Source: an optimization exercise on an open RTL-to-GDS flow (aim: small area, a short achievable clock period and few clock cycles per item). Production flows keep margins and buffers that such runs may drop.
In this exercise RTL edits were held to simulation tests only and were not proved equivalent to the original.
No activity file was given, so power comes from the tool's default toggle rates.

### flow/design.v
module bfm (
    input  wire        clk,
    input  wire        rst,
    input  wire [6:0]  dev_addr,
    input  wire        cmd_valid,
    output wire        cmd_ready,
    input  wire [7:0]  cmd_op,
    input  wire [3:0]  cmd_reg,
    input  wire [3:0]  cmd_seg,
    input  wire [7:0]  cmd_n0,
    input  wire [7:0]  cmd_n1,
    input  wire [32:0] cmd_ival,
    input  wire [7:0]  cmd_raddr,
    input  wire [1:0]  cmd_mode,
    input  wire [7:0]  cmd_vlen,
    input  wire [63:0] cmd_vec,
    input  wire [7:0]  cmd_blen,
    input  wire [31:0] cmd_bytes,
    output wire        rsp_valid,
    input  wire        rsp_ready,
    output reg  [7:0]  rsp_status,
    output reg  [31:0] rsp_uval,
    output reg  [32:0] rsp_sval,
    output reg  [7:0]  rsp_n0,
    output reg  [7:0]  rsp_n1,
    output reg  [7:0]  rsp_raddr,
    output reg  [1:0]  rsp_mode,
    output reg  [5:0]  rsp_vlen,
    output reg  [31:0] rsp_vec,
    output reg  [2:0]  rsp_blen,
    output reg  [31:0] rsp_bytes,
    output reg  [1:0]  rsp_which,
    output reg  [3:0]  rsp_name,
    output reg  [7:0]  rsp_a,
    output reg  [7:0]  rsp_b,
    output reg  [31:0] rsp_mask,
    output wire        tr_req_valid,
    input  wire        tr_req_ready,
    output reg         tr_req_kind,
    output wire [6:0]  tr_req_dev,
    output reg  [7:0]  tr_req_ra,
    output reg  [2:0]  tr_req_count,
    output reg  [2:0]  tr_req_wlen,
    output reg  [31:0] tr_req_wbytes,
    input  wire        tr_rsp_valid,
    output wire        tr_rsp_ready,
    input  wire [7:0]  tr_rsp_status,
    input  wire [7:0]  tr_rsp_rlen,
    input  wire [31:0] tr_rsp_rbytes
);
    localparam MAX_REGS = 4;
    localparam MAX_SEGS = 4;
    localparam NSLOT    = MAX_REGS * MAX_SEGS;
    localparam OP_TOBITS   = 8'h01, OP_TOINT   = 8'h02, OP_TOTC   = 8'h03,
               OP_NBYTES   = 8'h04, OP_PADBYTES = 8'h05,
               OP_REGADD   = 8'h10, OP_SEGADD  = 8'h11, OP_REGGET = 8'h12,
               OP_SEGGET   = 8'h13, OP_TOTBITS = 8'h14, OP_TOTBYTES = 8'h15,
               OP_SETBITS  = 8'h20, OP_SEGUPD  = 8'h21, OP_SEGINT = 8'h22,
               OP_SEGTC    = 8'h23, OP_READ    = 8'h30, OP_WRITE  = 8'h31;
    localparam ST_OK = 8'h00, ST_CONFIG = 8'h01, ST_LENGTH = 8'h02,
               ST_INVBIT = 8'h03, ST_RANGE = 8'h04, ST_NOTFOUND = 8'h05,
               ST_DUP = 8'h06, ST_ACCESS = 8'h07, ST_INSUFF = 8'h08,
               ST_CONT = 8'h09, ST_OVERLAP = 8'h0A, ST_TRANSPORT = 8'h0B,
               ST_CAPACITY = 8'h0C, ST_EMPTY = 8'h0D, ST_ILLEGAL = 8'h0E;
    localparam S_IDLE = 3'd0, S_EXEC = 3'd1, S_TREQ = 3'd2, S_TWAIT = 3'd3,
               S_UNPACK = 3'd4, S_RESP = 3'd5;
    reg [2:0] state;
    reg [2:0]  nregs;
    reg [3:0]  reg_name  [0:MAX_REGS-1];
    reg [7:0]  reg_raddr [0:MAX_REGS-1];
    reg [1:0]  reg_mode  [0:MAX_REGS-1];
    reg [3:0]  reg_nsegs [0:MAX_REGS-1];
    reg [3:0]  seg_name [0:NSLOT-1];
    reg [4:0]  seg_lsb  [0:NSLOT-1];
    reg [4:0]  seg_msb  [0:NSLOT-1];
    reg [31:0] seg_bits [0:NSLOT-1];    
    reg [7:0]  c_op;
    reg [3:0]  c_reg, c_seg;
    reg [7:0]  c_n0, c_n1;
    reg [32:0] c_ival;
    reg [7:0]  c_raddr;
    reg [1:0]  c_mode;
    reg [7:0]  c_vlen;
    reg [63:0] c_vec;
    reg [7:0]  c_blen;
    reg [31:0] c_bytes;
    reg [7:0]  t_rlen;
    reg [31:0] t_rbytes;
    assign cmd_ready    = (state == S_IDLE) && !rst;
    assign rsp_valid    = (state == S_RESP);
    assign tr_req_valid = (state == S_TREQ);
    assign tr_rsp_ready = (state == S_TWAIT);
    assign tr_req_dev   = dev_addr;
    function [31:0] low_mask;
        input [5:0] w;
        begin
            low_mask = (w >= 6'd32) ? 32'hFFFF_FFFF : ((32'd1 << w) - 32'd1);
        end
    endfunction
    reg        reg_hit;
    reg [1:0]  ridx;
    reg        seg_hit;
    reg [2:0]  sidx;
    reg [3:0]  nsegs_r;
    reg [4:0]  sel_lsb, sel_msb;
    reg [31:0] sel_bits;
    reg [5:0]  sel_width;
    integer    i, r, s, g;
    always @* begin
        reg_hit = 1'b0;
        ridx    = 2'd0;
        for (r = 0; r < MAX_REGS; r = r + 1)
            if (!reg_hit && (r < nregs) && (reg_name[r] == c_reg)) begin
                reg_hit = 1'b1;
                ridx    = r[1:0];
            end
        nsegs_r = reg_nsegs[ridx];
        seg_hit = 1'b0;
        sidx    = 3'd0;
        for (s = 0; s < MAX_SEGS; s = s + 1)
            if (!seg_hit && (s < nsegs_r) && (seg_name[ridx*MAX_SEGS+s] == c_seg)) begin
                seg_hit = 1'b1;
                sidx    = s[2:0];
            end
        sel_lsb   = seg_lsb[ridx*MAX_SEGS+sidx];
        sel_msb   = seg_msb[ridx*MAX_SEGS+sidx];
        sel_bits  = seg_bits[ridx*MAX_SEGS+sidx];
        sel_width = {1'b0, sel_msb} - {1'b0, sel_lsb} + 6'd1;
    end
    reg [31:0] vbits;
    reg        vbad;
    reg [4:0]  vbad_idx;
    always @* begin
        vbad     = 1'b0;
        vbad_idx = 5'd0;
        for (i = 0; i < 32; i = i + 1) begin
            vbits[i] = c_vec[2*i] & (i < c_vlen);
            if (!vbad && (i < c_vlen) && c_vec[2*i+1]) begin
                vbad     = 1'b1;
                vbad_idx = i[4:0];
            end
        end
    end
    reg [8:0] tot_bits;
    reg [5:0] tot_bytes;
    reg [8:0] tot_bits_pad;
    always @* begin
        tot_bits = 9'd0;
        for (s = 0; s < MAX_SEGS; s = s + 1)
            if (s < nsegs_r)
                tot_bits = tot_bits + ({4'd0, seg_msb[ridx*MAX_SEGS+s]} -
                                       {4'd0, seg_lsb[ridx*MAX_SEGS+s]} + 9'd1);
        tot_bits_pad = tot_bits + 9'd7;
        tot_bytes = tot_bits_pad[8:3];
    end
    reg [4:0]  max_bit;
    reg [31:0] own1, own2;         
    reg [31:0] gaps, conflicts;
    reg [31:0] pack_bits;
    reg        in_win;
    always @* begin
        max_bit = 5'd0;
        own1    = 32'd0;
        own2    = 32'd0;
        pack_bits = 32'd0;
        in_win    = 1'b0;
        gaps      = 32'd0;
        conflicts = 32'd0;
        for (s = 0; s < MAX_SEGS; s = s + 1)
            if (s < nsegs_r) begin
                if (seg_msb[ridx*MAX_SEGS+s] > max_bit)
                    max_bit = seg_msb[ridx*MAX_SEGS+s];
                for (g = 0; g < 32; g = g + 1) begin
                    in_win = (g >= seg_lsb[ridx*MAX_SEGS+s]) && (g <= seg_msb[ridx*MAX_SEGS+s]);
                    own2[g] = own2[g] | (own1[g] & in_win);
                    own1[g] = own1[g] | in_win;
                end
                pack_bits = pack_bits | (seg_bits[ridx*MAX_SEGS+s] << seg_lsb[ridx*MAX_SEGS+s]);
            end
        for (g = 0; g < 32; g = g + 1) begin
            gaps[g]      = (g <= max_bit) && !own1[g];
            conflicts[g] = (g <= max_bit) && own2[g];
        end
    end
    reg        rd_fail;
    reg [2:0]  rd_fail_idx;
    reg [3:0]  rd_need;
    always @* begin
        rd_fail     = 1'b0;
        rd_fail_idx = 3'd0;
        rd_need     = 4'd0;
        for (s = 0; s < MAX_SEGS; s = s + 1)
            if (!rd_fail && (s < nsegs_r) &&
                ({2'd0, t_rlen} < ({8'd0, seg_msb[ridx*MAX_SEGS+s][4:3]} + 10'd1))) begin
                rd_fail     = 1'b1;
                rd_fail_idx = s[2:0];
                rd_need     = {2'd0, seg_msb[ridx*MAX_SEGS+s][4:3]} + 4'd1;
            end
    end
    wire [3:0] upd_need = {2'd0, sel_msb[4:3]} + 4'd1;
    wire tobits_range_bad = c_ival[32] ||
                            ((c_n0 < 8'd32) && ((c_ival[31:0] >> c_n0[4:0]) != 32'd0));
    wire [5:0] vlen_pad = c_vlen[5:0] + 6'd7;
    wire        vtop = (c_vlen != 8'd0) && vbits[c_vlen[4:0] - 5'd1];
    wire [32:0] vtc  = {1'b0, vbits} - (vtop ? ({1'b0, 32'd1} << c_vlen[5:0]) : 33'd0);
    wire        stop_bit = sel_bits[sel_width[4:0] - 5'd1];
    wire [32:0] stc      = {1'b0, sel_bits} - (stop_bit ? ({1'b0, 32'd1} << sel_width) : 33'd0);
    task clear_rsp;
        begin
            rsp_status <= ST_OK;
            rsp_uval   <= 32'd0;
            rsp_sval   <= 33'd0;
            rsp_n0     <= 8'd0;
            rsp_n1     <= 8'd0;
            rsp_raddr  <= 8'd0;
            rsp_mode   <= 2'd0;
            rsp_vlen   <= 6'd0;
            rsp_vec    <= 32'd0;
            rsp_blen   <= 3'd0;
            rsp_bytes  <= 32'd0;
            rsp_which  <= 2'd0;
            rsp_name   <= 4'd0;
            rsp_a      <= 8'd0;
            rsp_b      <= 8'd0;
            rsp_mask   <= 32'd0;
        end
    endtask
    always @(posedge clk) begin
        if (rst) begin
            state <= S_IDLE;
            nregs <= 3'd0;
            for (r = 0; r < MAX_REGS; r = r + 1)
                reg_nsegs[r] <= 4'd0;
        end else begin
            case (state)
            S_IDLE: if (cmd_valid) begin
                c_op    <= cmd_op;
                c_reg   <= cmd_reg;
                c_seg   <= cmd_seg;
                c_n0    <= cmd_n0;
                c_n1    <= cmd_n1;
                c_ival  <= cmd_ival;
                c_raddr <= cmd_raddr;
                c_mode  <= cmd_mode;
                c_vlen  <= cmd_vlen;
                c_vec   <= cmd_vec;
                c_blen  <= cmd_blen;
                c_bytes <= cmd_bytes;
                state   <= S_EXEC;
            end
            S_EXEC: begin
                clear_rsp;
                state <= S_RESP;
                case (c_op)
                OP_TOBITS:
                    if (c_n0 > 8'd32) begin
                        rsp_status <= ST_CAPACITY; rsp_which <= 2'd2;
                    end else if (tobits_range_bad) begin
                        rsp_status <= ST_RANGE;
                    end else begin
                        rsp_vlen <= c_n0[5:0];
                        rsp_vec  <= c_ival[31:0];
                    end
                OP_TOINT, OP_TOTC, OP_PADBYTES:
                    if (c_vlen > 8'd32) begin
                        rsp_status <= ST_CAPACITY; rsp_which <= 2'd2;
                    end else if (vbad) begin
                        rsp_status <= ST_INVBIT; rsp_a <= {3'd0, vbad_idx};
                    end else begin
                        rsp_uval  <= vbits;
                        rsp_sval  <= vtc;
                        rsp_blen  <= vlen_pad[5:3];
                        rsp_bytes <= vbits;
                    end
                OP_NBYTES:
                    rsp_uval <= ({24'd0, c_n0} + 32'd7) >> 3;
                OP_REGADD:
                    if (reg_hit) begin
                        rsp_status <= ST_DUP; rsp_which <= 2'd0; rsp_name <= c_reg;
                    end else if (nregs == MAX_REGS) begin
                        rsp_status <= ST_CAPACITY; rsp_which <= 2'd0;
                    end else begin
                        reg_name[nregs[1:0]]  <= c_reg;
                        reg_raddr[nregs[1:0]] <= c_raddr;
                        reg_mode[nregs[1:0]]  <= c_mode;
                        reg_nsegs[nregs[1:0]] <= 4'd0;
                        nregs                 <= nregs + 3'd1;
                        rsp_n0                <= {6'd0, nregs[1:0]};
                    end
                OP_SEGADD:
                    if (!reg_hit) begin
                        rsp_status <= ST_NOTFOUND; rsp_which <= 2'd0; rsp_name <= c_reg;
                    end else if (c_n0 > c_n1) begin
                        rsp_status <= ST_CONFIG; rsp_a <= c_n0; rsp_b <= c_n1;
                    end else if (seg_hit) begin
                        rsp_status <= ST_DUP; rsp_which <= 2'd1; rsp_name <= c_seg;
                    end else if (c_n1 >= 8'd32) begin
                        rsp_status <= ST_CAPACITY; rsp_which <= 2'd2;
                    end else if (nsegs_r == MAX_SEGS) begin
                        rsp_status <= ST_CAPACITY; rsp_which <= 2'd1;
                    end else begin
                        seg_name[ridx*MAX_SEGS+nsegs_r[2:0]] <= c_seg;
                        seg_lsb[ridx*MAX_SEGS+nsegs_r[2:0]]  <= c_n0[4:0];
                        seg_msb[ridx*MAX_SEGS+nsegs_r[2:0]]  <= c_n1[4:0];
                        seg_bits[ridx*MAX_SEGS+nsegs_r[2:0]] <= 32'd0;
                        reg_nsegs[ridx]                      <= nsegs_r + 4'd1;
                        rsp_n0                               <= {4'd0, nsegs_r};
                    end
                OP_REGGET, OP_TOTBITS, OP_TOTBYTES:
                    if (!reg_hit) begin
                        rsp_status <= ST_NOTFOUND; rsp_which <= 2'd0; rsp_name <= c_reg;
                    end else begin
                        rsp_raddr <= reg_raddr[ridx];
                        rsp_mode  <= reg_mode[ridx];
                        rsp_n0    <= {6'd0, ridx};
                        if (c_op == OP_REGGET)
                            rsp_uval <= {28'd0, nsegs_r};
                        else if (c_op == OP_TOTBITS)
                            rsp_uval <= {23'd0, tot_bits};
                        else
                            rsp_uval <= {26'd0, tot_bytes};
                    end
                OP_SEGGET, OP_SETBITS, OP_SEGUPD, OP_SEGINT, OP_SEGTC:
                    if (!reg_hit) begin
                        rsp_status <= ST_NOTFOUND; rsp_which <= 2'd0; rsp_name <= c_reg;
                    end else if (!seg_hit) begin
                        rsp_status <= ST_NOTFOUND; rsp_which <= 2'd1; rsp_name <= c_seg;
                    end else case (c_op)
                        OP_SEGGET: begin
                            rsp_n0   <= {3'd0, sel_lsb};
                            rsp_n1   <= {3'd0, sel_msb};
                            rsp_vlen <= sel_width;
                            rsp_vec  <= sel_bits;
                            rsp_uval <= {29'd0, sidx};
                        end
                        OP_SETBITS:
                            if (c_vlen != {2'd0, sel_width}) begin
                                rsp_status <= ST_LENGTH;
                                rsp_a <= {2'd0, sel_width}; rsp_b <= c_vlen;
                            end else if (vbad) begin
                                rsp_status <= ST_INVBIT; rsp_a <= {3'd0, vbad_idx};
                            end else begin
                                seg_bits[ridx*MAX_SEGS+sidx] <= vbits;
                            end
                        OP_SEGUPD:
                            if (c_blen > 8'd4) begin
                                rsp_status <= ST_CAPACITY; rsp_which <= 2'd3;
                            end else if (c_blen < {4'd0, upd_need}) begin
                                rsp_status <= ST_INSUFF; rsp_name <= c_seg;
                                rsp_a <= {4'd0, upd_need}; rsp_b <= c_blen;
                            end else begin
                                seg_bits[ridx*MAX_SEGS+sidx] <=
                                    (c_bytes >> sel_lsb) & low_mask(sel_width);
                            end
                        OP_SEGINT:
                            rsp_uval <= sel_bits;
                        default:  
                            rsp_sval <= stc;
                    endcase
                OP_READ:
                    if (!reg_hit) begin
                        rsp_status <= ST_NOTFOUND; rsp_which <= 2'd0; rsp_name <= c_reg;
                    end else if (!reg_mode[ridx][0]) begin
                        rsp_status <= ST_ACCESS;
                    end else if (tot_bytes > 6'd4) begin
                        rsp_status <= ST_CAPACITY; rsp_which <= 2'd3;
                    end else begin
                        tr_req_kind  <= 1'b0;
                        tr_req_ra    <= reg_raddr[ridx];
                        tr_req_count <= tot_bytes[2:0];
                        tr_req_wlen  <= 3'd0;
                        state        <= S_TREQ;
                    end
                OP_WRITE:
                    if (!reg_hit) begin
                        rsp_status <= ST_NOTFOUND; rsp_which <= 2'd0; rsp_name <= c_reg;
                    end else if (!reg_mode[ridx][1]) begin
                        rsp_status <= ST_ACCESS;
                    end else if (nsegs_r == 4'd0) begin
                        rsp_status <= ST_EMPTY;
                    end else if (gaps != 32'd0) begin
                        rsp_status <= ST_CONT; rsp_mask <= gaps;
                    end else if (conflicts != 32'd0) begin
                        rsp_status <= ST_OVERLAP; rsp_mask <= conflicts;
                    end else begin
                        tr_req_kind   <= 1'b1;
                        tr_req_ra     <= reg_raddr[ridx];
                        tr_req_count  <= 3'd0;
                        tr_req_wlen   <= {1'b0, max_bit[4:3]} + 3'd1;
                        tr_req_wbytes <= pack_bits;
                        state         <= S_TREQ;
                    end
                default: begin
                    rsp_status <= ST_ILLEGAL; rsp_a <= c_op;
                end
                endcase
            end
            S_TREQ: if (tr_req_ready) state <= S_TWAIT;
            S_TWAIT: if (tr_rsp_valid) begin
                t_rlen   <= tr_rsp_rlen;
                t_rbytes <= tr_rsp_rbytes;
                if (tr_rsp_status != 8'd0) begin
                    rsp_status <= ST_TRANSPORT;
                    rsp_a      <= tr_rsp_status;
                    state      <= S_RESP;
                end else if (tr_req_kind) begin
                    state <= S_RESP;
                end else begin
                    state <= S_UNPACK;
                end
            end
            S_UNPACK: begin
                for (s = 0; s < MAX_SEGS; s = s + 1)
                    if ((s < nsegs_r) && (!rd_fail || (s < rd_fail_idx)))
                        seg_bits[ridx*MAX_SEGS+s] <=
                            (t_rbytes >> seg_lsb[ridx*MAX_SEGS+s]) &
                            low_mask({1'b0, seg_msb[ridx*MAX_SEGS+s]} -
                                     {1'b0, seg_lsb[ridx*MAX_SEGS+s]} + 6'd1);
                if (rd_fail) begin
                    rsp_status <= ST_INSUFF;
                    rsp_name   <= seg_name[ridx*MAX_SEGS+rd_fail_idx];
                    rsp_a      <= {4'd0, rd_need};
                    rsp_b      <= t_rlen;
                end
                state <= S_RESP;
            end
            S_RESP: if (rsp_ready) state <= S_IDLE;
            default: state <= S_IDLE;
            endcase
        end
    end
endmodule
### flow/run.sh
#!/bin/bash
# synth_recipe.tcl (not shown) runs the flow's synth.tcl, then flattens the netlist and writes it again
# the make line also repeats each setting of config.mk as NAME=value (left out here)
make -C /OpenROAD-flow-scripts/flow DESIGN_CONFIG=/design/flow/config.mk WORK_HOME=/design/flow/orfs CLKGATE_MAP_FILE= SYNTH_SCRIPT=/design/flow/synth_recipe.tcl finish
### flow/config.mk
export PLATFORM = sky130hd
export DESIGN_NAME = bfm
export DESIGN_NICKNAME = bfm
export VERILOG_FILES = /design/flow/design.v
export SDC_FILE = /design/flow/constraint.sdc
export NUM_CORES = 4
export LEC_CHECK = 0
export CAP_MARGIN = 20
export CORE_MARGIN = 2
export CORE_UTILIZATION = 30
export SETUP_SLACK_MARGIN = 1.0
export SLEW_MARGIN = 20
### flow/constraint.sdc
create_clock -name core_clock -period 20.0 [get_ports {clk}]
set_input_delay 4.0000 -clock core_clock [delete_from_list [all_inputs] [get_ports {clk}]]
set_output_delay 4.0000 -clock core_clock [all_outputs]
set_load 0.01 [all_outputs]
==> run_summary.xml <==
<?xml version="1.0" encoding="UTF-8"?>
<metrics>
  <group name="status">
    <metric name="run_status" unit="">finished clean</metric>
  </group>
  <group name="worst_hold_path">
    <metric name="timing.hold.worst.class" unit="">register to register</metric>
    <metric name="holdCritStartpoint" unit="">c_raddr[2]</metric>
    <metric name="timing.hold.worst_endpoint" unit="">reg_raddr[2][2]</metric>
    <metric name="hold_path_depth" unit="">0</metric>
  </group>
  <group name="timing">
    <metric name="finalHoldWorstSlack" unit="ns">0.499</metric>
    <metric name="timing.final.crit_share" unit="">0.839</metric>
    <metric name="worst_clock_skew" unit="ns">0.0930</metric>
    <metric name="max-slew-margin-rel" unit="">0.0929</metric>
    <metric name="drv_slew" unit="">0</metric>
    <metric name="finalHoldViolations" unit="">0</metric>
    <metric name="achievable-frequency" unit="MHz">59.6</metric>
    <metric name="timing.setup.tns" unit="ns">0</metric>
    <metric name="setup_viol_count_final" unit="">0</metric>
    <metric name="grt_setup_unrepaired" unit="">no</metric>
    <metric name="max_slew.worst_pin.slew" unit="ns">1.35</metric>
    <metric name="post_layout_min_period" unit="ns">16.79</metric>
  </group>
  <group name="logic_synthesis">
    <metric name="synth_flop_cell" unit="">sky130_fd_sc_hd__edfxtp_1</metric>
    <metric name="synth_area" unit="um2">91600</metric>
    <metric name="ys_async_sr_fraction" unit="">0</metric>
    <metric name="count_of_state_elements_after_synthesis" unit="">1304</metric>
    <metric name="synthCells" unit="">10000</metric>
    <metric name="warning_count_from_the_yosys_run" unit="">1</metric>
    <metric name="synthDistinctLibCells" unit="">111</metric>
    <metric name="yosysSeqAreaShare" unit="">0.427</metric>
    <metric name="synth_edf_count" unit="">1298</metric>
    <metric name="syn-mean-instance-area" unit="um2">9.14</metric>
  </group>
  <group name="floorplan">
    <metric name="fp.coreArea" unit="um2">303000</metric>
    <metric name="pin_count" unit="">532</metric>
    <metric name="dieHeight" unit="um">556</metric>
    <metric name="initial_core_util" unit="">0.302</metric>
    <metric name="dieArea" unit="um2">310000</metric>
    <metric name="number_of_standard_cell_rows_in_the_floorplan" unit="">202</metric>
    <metric name="fp.dieW" unit="um">556</metric>
  </group>
  <group name="global_routing">
    <metric name="grt_overflow_total" unit="">0</metric>
    <metric name="grt_pass1_vias" unit="">83800</metric>
    <metric name="wire_length_of_the_first_global_routing_pass" unit="um">727000</metric>
    <metric name="gr-usage-met3" unit="">0.125</metric>
    <metric name="largest_net_degree_at_the_start_of_global_routing" unit="">144</metric>
    <metric name="grt_antenna_before_repair" unit="">53</metric>
    <metric name="grt_use_met1" unit="">0.437</metric>
    <metric name="global_route.usage.total" unit="">0.339</metric>
    <metric name="gr-usage-met2" unit="">0.463</metric>
    <metric name="gr-max-usage-layer" unit="">met2</metric>
  </group>
  <group name="clock_tree">
    <metric name="cts_root_buf" unit="">sky130_fd_sc_hd__clkbuf_16</metric>
    <metric name="tritoncts_clock_tree" unit="">yes</metric>
    <metric name="clock_sink_count" unit="">1304</metric>
    <metric name="hold_buffers" unit="">0</metric>
    <metric name="cts_inserted_buffers" unit="">156</metric>
    <metric name="clk_path_buf_depth" unit="">4</metric>
    <metric name="clock_tree.htree_level_count" unit="">4</metric>
    <metric name="post_cts_buffers" unit="">0</metric>
    <metric name="post_cts_resize_count" unit="">0</metric>
    <metric name="worst_skew_pair.late_latency" unit="ns">0.90</metric>
    <metric name="clk_pin_slew" unit="ns">0.06</metric>
  </group>
  <group name="worst_setup_path">
    <metric name="worstSetupPathType" unit="">register to register</metric>
    <metric name="crit_slowest_cell" unit="">sky130_fd_sc_hd__fa_1</metric>
    <metric name="worstPathMaxFanout" unit="">34</metric>
    <metric name="reg2reg_depth" unit="">51</metric>
    <metric name="reg2reg_from" unit="">c_reg[1]</metric>
    <metric name="cp_data_arrival_time" unit="ns">17.40</metric>
    <metric name="slowest_delay" unit="ns">1.18</metric>
    <metric name="regToRegSetupSlack" unit="ns">3.21</metric>
    <metric name="critPathLaunchType" unit="">register</metric>
    <metric name="crit_path_end_kind" unit="">register</metric>
    <metric name="critical_register_to_register_path_endpoint" unit="">rsp_sval[31]</metric>
    <metric name="crit_required" unit="ns">20.61</metric>
    <metric name="cp_common_cell" unit="">sky130_fd_sc_hd__buf_4</metric>
  </group>
  <group name="placed_design">
    <metric name="dp.final_hpwl" unit="um">417000</metric>
    <metric name="gpl.final_weighted_congestion" unit="">1.10</metric>
    <metric name="port-buffer-count" unit="">507</metric>
  </group>
  <group name="detailed_routing">
    <metric name="detail_route.first_pass.iterations" unit="">8</metric>
    <metric name="drt_iter0_markers" unit="">17000</metric>
    <metric name="vias_per_cell" unit="">6.41</metric>
    <metric name="drt-total-wl" unit="um">549000</metric>
    <metric name="via_count" unit="">92600</metric>
    <metric name="detail_route.wl_per_cell" unit="um">38.0</metric>
    <metric name="antenna_violating_nets_post_route" unit="">0</metric>
    <metric name="number_of_drc_violations_after_detailed_routing" unit="">0</metric>
  </group>
  <group name="final_layout">
    <metric name="post_route_cells_drive_above_1_share" unit="">0.0941</metric>
    <metric name="area_delta_synth_final" unit="%">18.0</metric>
    <metric name="fillers" unit="">30900</metric>
    <metric name="nNetsFinal" unit="">10800</metric>
    <metric name="largest_register_ff_count" unit="">512</metric>
    <metric name="regMostFlops" unit="">seg_bits</metric>
  </group>
  <group name="power_and_ir_drop">
    <metric name="power_density" unit="nW/um2">62.9</metric>
    <metric name="p_leak" unit="nW">40.0</metric>
    <metric name="max-vdd-ir-drop" unit="mV">0.0596</metric>
  </group>
  <group name="run">
    <metric name="reported_max_cap_violation_count" unit="">0</metric>
  </group>
</metrics>
[report_power, final]
| group | total, mW | leakage [nW] | switching (mW) | internal, mW |
|---|---|---|---|---|
| logic | 0.845 | 25.4 | 0.567 | 0.277 |
| clock network | 2.86 | 2.36 | 1.24 | 1.62 |
| registers | 3.09 | 12.3 | 0.0358 | 3.06 |
[cell usage in the layout, fill, tap and decap left out, types with 58 or more instances in the layout]
master / n
sky130_fd_sc_hd__nor4_1: 80
sky130_fd_sc_hd__nor3_1: 256
sky130_fd_sc_hd__a31oi_1: 125
sky130_fd_sc_hd__edfxtp_1: 1298
sky130_fd_sc_hd__a21oi_1: 606
sky130_fd_sc_hd__ha_1: 228
sky130_fd_sc_hd__o211ai_1: 89
sky130_fd_sc_hd__nand3_1: 343
sky130_fd_sc_hd__o22ai_1: 269
sky130_fd_sc_hd__xnor2_1: 101
sky130_fd_sc_hd__inv_1: 306
sky130_fd_sc_hd__xor2_1: 85
sky130_fd_sc_hd__and3_1: 93
sky130_fd_sc_hd__a221oi_1: 61
sky130_fd_sc_hd__clkbuf_16: 156
sky130_fd_sc_hd__buf_4: 421
sky130_fd_sc_hd__mux2i_1: 849
sky130_fd_sc_hd__clkdlybuf4s50_1: 507
sky130_fd_sc_hd__nand2_1: 1378
sky130_fd_sc_hd__o221ai_1: 58
sky130_fd_sc_hd__a211oi_1: 116
sky130_fd_sc_hd__nor2_1: 939
sky130_fd_sc_hd__o21ai_0: 574
[cell type report]
cell class / instances / area [um2] / share of cell area
antenna: 28 / 70.1 / 0.000648
clock buffer: 176 / 3980 / 0.0368
clock inverter: 88 / 897 / 0.00830
inverter: 343 / 1310 / 0.0121
multi-input combinational: 7596 / 49400 / 0.457
sequential: 1304 / 39100 / 0.362
tap: 3978 / 4980 / 0.0461
timing repair buffer: 937 / 8390 / 0.0777
[critical path, delay by kind of cell, from the launching register on]
family	cells	cell delay (ns)
fa+ha+maj	5	2.65
mux	1	0.52
buf+inv	11	3.75
compound gates	19	5.53
flops	1	0.56
simple gates	13	2.97
xor+xnor	2	0.44
[cell usage after synthesis (57+ instances only)]
master                     number  area, um2
sky130_fd_sc_hd__a211oi_1     117        878
sky130_fd_sc_hd__a21oi_1      614       3070
sky130_fd_sc_hd__a221oi_1      88        771
sky130_fd_sc_hd__a31oi_1      127        795
sky130_fd_sc_hd__and2_1        57        357
sky130_fd_sc_hd__and3_1        93        582
sky130_fd_sc_hd__buf_1        122        458
sky130_fd_sc_hd__buf_2         74        370
sky130_fd_sc_hd__clkbuf_1     545       2050
sky130_fd_sc_hd__edfxtp_1    1298      39000
sky130_fd_sc_hd__ha_1         228       2850
sky130_fd_sc_hd__inv_1        318       1190
sky130_fd_sc_hd__mux2i_1      849       8500
sky130_fd_sc_hd__nand2_1     1393       5230
sky130_fd_sc_hd__nand3_1      347       1740
sky130_fd_sc_hd__nor2_1       957       3590
sky130_fd_sc_hd__nor3_1       278       1390
sky130_fd_sc_hd__nor4_1        99        619
sky130_fd_sc_hd__o211ai_1      89        668
sky130_fd_sc_hd__o21ai_0      592       2960
sky130_fd_sc_hd__o221ai_1      58        508
sky130_fd_sc_hd__o22ai_1      271       1700
sky130_fd_sc_hd__xnor2_1      105        920
sky130_fd_sc_hd__xor2_1        89        780
[logic make-up (layout without fill, tap and decap cells)]
kind of cell,Yosys count,count (layout),synth area share
AND/OR/NAND/NOR,3521,3521,0.170
AO/OA/AOI/OAI,2683,2683,0.194
flip-flops,1304,1304,0.427
buffers and inverters,1125,1544,0.0490
multiplexers,911,911,0.102
adder cells (fa/ha/maj),277,277,0.0389
XOR/XNOR,194,194,0.0186
other,1,38,0.0000410
[through the flow]
step / util / power [mW] / setup slack, ns / cell area, um2 / std cells
final: 0.356 / 6.80 / 3.21 / 108000 / 14500
after global routing: 0.356 / 6.94 / 2.63 / 108000 / 14400
after CTS: 0.356 / 6.76 / 3.89 / 108000 / 14400
after detailed placement: 0.340 / 3.95 / 3.90 / 103000 / 14200
after global placement: 0.340 / 3.96 / 4.01 / 103000 / 14200
after floorplan: - / 3.56 / 6.29 / 91600 / 10000
[layer usage]
layer | wire length [um] | up-vias
met1 | 208000 | 45100
met4 | 47300 | 28
li1 | - | 38400
met5 | 186 | -
met2 | 215000 | 7476
met3 | 77300 | 1610
[worst max-delay path by stage]
stage | startpoint | end | slack [ns]
final | c_reg[1] | rsp_sval[31] | 3.21
after CTS | c_reg[2] | rsp_sval[31] | 3.89
after detailed placement | c_reg[2] | rsp_sval[31] | 3.90
after floorplan | c_reg[1] | rsp_sval[31] | 6.29
after global placement | c_reg[2] | rsp_sval[31] | 4.01
after global routing | c_reg[1] | rsp_sval[31] | 2.63
Testbench counts, summed over its fixed seeds: cycles 11,333, items 3,200.

what the ideal ports hide:
The flow's constraints put no driver on any port. The routed layout listed below was extracted and timed again, unchanged, in two steps. Step 1 assumes that a clkbuf_16 drives the clock port and a buf_2 every other input. Step 2 moves the port delays by t, midway between the first and last clock arrival at a register: inputs arrive t later, outputs are due t later. That takes back most of the time a late clock gives input paths. a / b / c = ideal ports / drivers / drivers and shift; a / b = the first two.
t (ns): 0.951
slack for setup (ns): 3.212 / 3.212 / 3.212
clock arrival spread, ns: 0.096 / 0.096
slew at the worst register clock pin (ns): 0.07 / 0.07
pins driven straight from the clock port: 1
After both steps setup and hold are still met in this run. For this run, drivers alone change the setup slack by 0.000 ns; drivers and shift together by 0.000 ns.
